This is an optimization exercise on Yosys and OpenROAD, whose aim is a short achievable clock period and few clock cycles per item, not a production implementation.
In this exercise RTL edits were held to simulation tests only and were not proved equivalent to the original.
Power and IR drop assume default switching activity.

### flow/config.mk
export PLATFORM = sky130hd
export DESIGN_NAME = rpc_frame_rx
export DESIGN_NICKNAME = rpc_frame_rx
export VERILOG_FILES = /design/flow/design.v
export SDC_FILE = /design/flow/constraint.sdc
export NUM_CORES = 4
export LEC_CHECK = 0
export CAP_MARGIN = 20
export CORE_MARGIN = 2
export CORE_UTILIZATION = 40
export SLEW_MARGIN = 20
### flow/design.v
module rpc_frame_rx (
    input  wire       clk,
    input  wire       rst,
    input  wire       in_valid,
    output wire       in_ready,
    input  wire [7:0] in_data,
    output wire       out_valid,
    input  wire       out_ready,
    output wire [1:0] out_kind,
    output wire [7:0] out_data,
    output wire       out_last
);
    localparam [7:0] QUOTE  = 8'h22;
    localparam [7:0] HS     = 8'h04;
    localparam [7:0] RBRACE = 8'h7d;
    localparam integer BUF_BYTES = 256;   
    localparam [1:0] K_MSG = 2'd0, K_HS = 2'd1, K_CRC = 2'd2, K_OVR = 2'd3;
    localparam [2:0] S_RECV  = 3'd0,      
                     S_FLUSH = 3'd1,      
                     S_DRAIN = 3'd2,      
                     S_EVENT = 3'd3;      
    reg [2:0]  state;
    reg [7:0]  mem [0:BUF_BYTES-1];
    reg [8:0]  span_len;
    reg [1:0]  q;                         
    reg [31:0] crc;                       
    reg [8:0]  brace_len;                 
    reg [31:0] brace_crc;                 
    reg [3:0]  meta_cnt;                  
    reg        meta_hex;                  
    reg [31:0] meta_val;                  
    reg [7:0]  hold;                      
    reg [8:0]  msg_len;
    reg [8:0]  rd;
    reg [1:0]  ev_kind;
    wire accept    = (state == S_RECV) && in_valid;
    wire is_quote  = (in_data == QUOTE);
    wire delim     = accept && is_quote && (q == 2'd2);
    wire oversize  = accept && !delim && ({7'd0, q} + span_len + 9'd1 > BUF_BYTES);
    reg        push;
    reg [7:0]  push_byte;
    always @(*) begin
        push      = 1'b0;
        push_byte = in_data;
        if (accept && !delim && !oversize && !is_quote && q == 2'd0) begin
            push = 1'b1;
        end else if (state == S_FLUSH) begin
            push      = 1'b1;
            push_byte = (q != 2'd0) ? QUOTE : hold;
        end
    end
    reg [31:0] crc_next;
    integer i;
    always @(*) begin
        crc_next = crc ^ {24'd0, push_byte};
        for (i = 0; i < 8; i = i + 1)
            crc_next = crc_next[0] ? ((crc_next >> 1) ^ 32'hEDB88320) : (crc_next >> 1);
    end
    reg       hex_ok;
    reg [3:0] hex_nib;
    always @(*) begin
        hex_ok  = 1'b1;
        hex_nib = 4'd0;
        if (push_byte >= 8'h30 && push_byte <= 8'h39)      hex_nib = push_byte[3:0];
        else if (push_byte >= 8'h61 && push_byte <= 8'h66) hex_nib = push_byte[3:0] + 4'd9;
        else if (push_byte >= 8'h41 && push_byte <= 8'h46) hex_nib = push_byte[3:0] + 4'd9;
        else                                               hex_ok  = 1'b0;
    end
    wire span_hs   = (span_len == 9'd1) && (mem[0] == HS);
    wire has_meta8 = (meta_cnt == 4'd8) && meta_hex;
    wire crc_bad   = has_meta8 && ((brace_crc ^ 32'hFFFFFFFF) != meta_val);
    always @(posedge clk) begin
        if (push) mem[span_len[7:0]] <= push_byte;
    end
    always @(posedge clk) begin
        if (rst) begin
            state     <= S_RECV;
            span_len  <= 9'd0;
            q         <= 2'd0;
            crc       <= 32'hFFFFFFFF;
            brace_len <= 9'd0;
            brace_crc <= 32'd0;
            meta_cnt  <= 4'd0;
            meta_hex  <= 1'b0;
            meta_val  <= 32'd0;
            hold      <= 8'd0;
            msg_len   <= 9'd0;
            rd        <= 9'd0;
            ev_kind   <= K_HS;
        end else begin
            if (push) begin
                span_len <= span_len + 9'd1;
                crc      <= crc_next;
                if (push_byte == RBRACE) begin
                    brace_len <= span_len + 9'd1;
                    brace_crc <= crc_next;
                    meta_cnt  <= 4'd0;
                    meta_hex  <= 1'b1;
                    meta_val  <= 32'd0;
                end else if (meta_cnt != 4'd8) begin
                    meta_cnt <= meta_cnt + 4'd1;
                    meta_val <= {meta_val[27:0], hex_nib};
                    if (!hex_ok) meta_hex <= 1'b0;
                end
            end
            case (state)
                S_RECV: begin
                    if (delim || oversize) begin
                        q         <= 2'd0;
                        span_len  <= 9'd0;
                        crc       <= 32'hFFFFFFFF;
                        brace_len <= 9'd0;
                        meta_cnt  <= 4'd0;
                        meta_hex  <= 1'b0;
                        if (oversize) begin
                            ev_kind <= K_OVR;
                            state   <= S_EVENT;
                        end else if (span_len == 9'd0) begin
                            state <= S_RECV;                   
                        end else if (span_hs) begin
                            ev_kind <= K_HS;
                            state   <= S_EVENT;
                        end else if (brace_len == 9'd0) begin
                            state <= S_RECV;                   
                        end else if (crc_bad) begin
                            ev_kind <= K_CRC;
                            state   <= S_EVENT;
                        end else begin
                            msg_len <= brace_len;
                            rd      <= 9'd0;
                            state   <= S_DRAIN;
                        end
                    end else if (accept && is_quote) begin
                        q <= q + 2'd1;
                    end else if (accept && q != 2'd0) begin
                        hold  <= in_data;
                        state <= S_FLUSH;
                    end
                end
                S_FLUSH: begin
                    if (q != 2'd0) q <= q - 2'd1;
                    else           state <= S_RECV;
                end
                S_DRAIN: begin
                    if (out_ready) begin
                        rd <= rd + 9'd1;
                        if (rd == msg_len - 9'd1) state <= S_RECV;
                    end
                end
                S_EVENT: begin
                    if (out_ready) state <= S_RECV;
                end
                default: state <= S_RECV;
            endcase
        end
    end
    assign in_ready  = (state == S_RECV);
    assign out_valid = (state == S_DRAIN) || (state == S_EVENT);
    assign out_kind  = (state == S_DRAIN) ? K_MSG : ev_kind;
    assign out_data  = (state == S_DRAIN) ? mem[rd[7:0]] : 8'd0;
    assign out_last  = (state == S_DRAIN) && (rd == msg_len - 9'd1);
endmodule
### flow/run.sh
#!/bin/bash
# synth_recipe.tcl (not shown) runs the flow's synth.tcl, then flattens the netlist and writes it again
# the make line also repeats each setting of config.mk as NAME=value (left out here)
make -C /OpenROAD-flow-scripts/flow DESIGN_CONFIG=/design/flow/config.mk WORK_HOME=/design/flow/orfs CLKGATE_MAP_FILE= SYNTH_SCRIPT=/design/flow/synth_recipe.tcl finish
### flow/constraint.sdc
create_clock -name core_clock -period 7.0 [get_ports {clk}]
set_input_delay 1.4000 -clock core_clock [delete_from_list [all_inputs] [get_ports {clk}]]
set_output_delay 1.4000 -clock core_clock [all_outputs]
set_load 0.01 [all_outputs]
==> summary.txt <==
[state kept, by name, indices dropped and copies added, names as in the netlist, named ones only]
signal	count
meta_cnt	4
ev_kind	2
msg_len	9
span_len	9
meta_hex	1
state	2
rd	9
mem	2048
brace_len	9
hold	8
crc	32
q	2
meta_val	32
brace_crc	32
[where the power goes]
group | internal, mW | switching, mW
clock | 6.51 | 5.02
sequential | 14.5 | 0.0818
combinational | 0.769 | 1.14
[cells by family (layout without fill, tap and decap cells)]
family / count (synthesis) / count (layout) / synth area share [%]
compound gates: 461 / 461 / 3.82
xor+xnor: 128 / 128 / 1.72
fa+ha+maj: 16 / 16 / 0.238
buf+inv: 308 / 596 / 1.54
flops: 2207 / 2207 / 74.2
mux: 586 / 586 / 14.6
other cells: 0 / 2 / 0
simple gates: 776 / 776 / 3.93
[per-layer routing]
metal,GRT usage [%],vias up
met5,0,-
met4,6.11,4
met3,3.66,298
met2,31.2,1875
met1,29.3,23800
li1,-,18500
[final timing paths]
path	startpoint	endpoint	slack, ps	cells after the start
worst min register to register	brace_crc[16]	brace_crc[16]	470	2
worst max-delay path	flop	out_data[1]	80	8
worst max register to register	span_len[1]	mem[85][3]	1860	10
worst min-delay path	brace_crc[16]	brace_crc[16]	470	2
[cell usage in the layout (no fill, tap or decap), types with 12 or more instances in the layout]
cell             count
nand2_1            177
mux4_2             545
clkinv_1            45
a22oi_1             93
buf_12              18
o21ai_0             31
bufinv_16           17
nand2b_1            12
dfxtp_1            154
a211oi_1            30
a32oi_1             34
nor2_1             383
mux2i_1             38
and2_1              12
clkbuf_1            48
inv_1               19
o22ai_1             24
clkbuf_16          222
ha_1                15
a22o_1              40
clkdlybuf4s50_1     23
a21oi_1             94
xor2_1              18
xnor3_1             16
a221oi_1            35
nor4_1              17
buf_4              128
xnor2_1             80
nor3_1              23
nor2b_1             13
clkinv_2            35
nand4_1             13
edfxtp_1          2048
or3_1               12
nand3_1             60
[timing repair]
item | CTS | global route
hold buffers | 0 | 0
buffers inserted | 1 | 0
setup endpoints to repair | 3 | 0
resized for setup | 2 | 0
[metrics by stage]
step / hold WS [ps] / utilization (%) / area, um^2
finish: 468 / 45.3 / 98300
global route: 484 / 45.3 / 98300
CTS: 468 / 45.3 / 98300
detailed placement: 460 / 42.0 / 91200
global placement: 454 / 42.0 / 91200
floorplan: 440 / - / 87200
[final cells by class]
| cell class | instances | area, um^2 |
|---|---|---|
| Antenna cell | 2 | 5.00 |
| Clock buffer | 276 | 5820 |
| Clock inverter | 119 | 1200 |
| Multi-Input combinational cell | 1967 | 21200 |
| Inverter | 29 | 169 |
| Tap cell | 2854 | 3570 |
| Sequential cell | 2207 | 64700 |
| Fill cell | 18400 | 119000 |
| Timing Repair Buffer | 172 | 1580 |
[critical path, cell delays in order (launching register included)]
cell	delay, ps
dfxtp_4	720
buf_12	440
mux4_2	600
mux4_2	520
mux2i_1	520
o22ai_1	170
a211oi_1	610
nand3_1	390
clkdlybuf4s50_1	580
==> summary.txt <==
Main synth FF type -> edfxtp_1
Largest net degree at the start of global routing -> 209
Placed Cells -> 7226
Final slew viol count -> 0
Critical path peak fanout -> 54
Cell count after synthesis -> 4482
Endpoints failing setup -> 0
WL/cell -> 29.6 um
Nets@finish -> 4623
Vias in the first global route -> 44400
#FFs+latches synth -> 2207
Finished Layout Cells -> 7626
Worst Setup End Kind -> output port
Routability-driven placement congestion ratio -> 0.844
Total track usage -> 20.2%
DR pass1 iterations -> 6
Relative slew slack -> 15.2%
Synth warnings -> 1
DRC Markers -> 0
RSZ-0062 raised after global routing -> false
Power after layout -> 28.0 mW
Via-to-Cell Ratio -> 5.84
Initial Utilization -> 40.2%
Synth top area share -> 70.5%
Post-synth cell types -> 81
H-tree depth -> 4
Vias -> 44500
CTS tree -> done
VDD IR max -> 0.312 mV
Leakage power -> 29.8 nW
Syn_nets -> 4510
Pwr dens -> 285 mW/mm^2
Clk Latency, worst-skew pair -> 890 ps
Wire length on met1 -> 96700 um
CP Launch Type -> flop
Row count -> 171
Status -> finished clean
Worst-path clk slew -> 60 ps
Worst Path Required -> 5600 ps
Post-synth design cell area -> 0.0872 mm^2
Crit path setup slack, layout -> 78.2 ps
Die area -> 0.222 mm^2
Path type of the worst min-delay path -> flop to flop
Most common cell in the netlist -> edfxtp_1
First-pass GRT wire length -> 325000 um
Port Buffers -> 24
Post-synthesis sequential area ratio -> 74.2%
Chip height -> 471 um
Peak Freq -> 0.144 GHz
Worst Clk Skew -> 53.4 ps
Final hold viol count -> 0
Total gr overflow -> 0
Drt total wl -> 226000 um
Initial antenna violation count -> 10
Post-synthesis area per instance -> 19.4 um^2
Layout cells sized above 1 -> 22.2%
Detail Route Antenna Nets -> 0
Max cap viols -> 0
Core area -> 0.217 mm^2
Synth cell count leaders -> 2048 x edfxtp_1, 545 x mux4_2, 387 x nor2_1
Routed length on met3 -> 17500 um
Die W -> 471 um
Crit path DAT -> 5520 ps
Top sig layer -> met5
Period minus WS final -> 6920 ps
Number of synthesized flops with an enable pin -> 2048
Metal2 WL -> 105000 um
# clock sinks -> 2207
Post-synth ARST share -> 0%
DP Worst Slack -> 744 ps
I/O pin cnt -> 25
Crit Path Class -> flop to output port
HPWL after DPL -> 140000 um
Worst-Margin Slew -> 1270 ps
Period Utilization, post-route -> 98.9%
Initial DRC count -> 5741
Ranking of synthesized cells by area -> edfxtp_1 71%, mux4_2 14%, dfxtp_1 3.7%, nor2_1 1.7%, xnor2_1 0.80%
Leading area contributor after synthesis -> edfxtp_1
Area added between synthesis and finish -> 12.7%
Inserted Clock Buffers -> 218
Total negative slack -> 0 ps
Clock Tree Root -> clkbuf_16
Clk buf depth -> 3
Testbench counts, summed over its fixed seeds: cycles 421,211, bytes 196,798.

## re-timing with driven ports
No port has a modelled driver above. Below, the same layout with a new extraction and two added sets of constraints.
Step 1, drivers: a clkbuf_16 drives clk and a buf_2 each remaining input, both assumed.
Step 2 times the ports against the registers' clock, not the clock port: input delays grow and output delays shrink by t, the midpoint of the rising clock arrivals with the driver on.
Slacks: no drivers / after step 1 / after step 2; pairs: no drivers / after step 1.
shift t [ns]: 0.945
slack for setup (ns): 0.078 / -0.007 / 0.938
latest minus earliest clock arrival (ns): 0.061 / 0.060
slew at the worst register clock pin (ns): 0.07 / 0.07
pins driven straight from the clock port: 1
After both steps this run still meets setup and hold. The setup slack of this run moves by -0.085 ns with the drivers and by +0.860 ns with both steps.
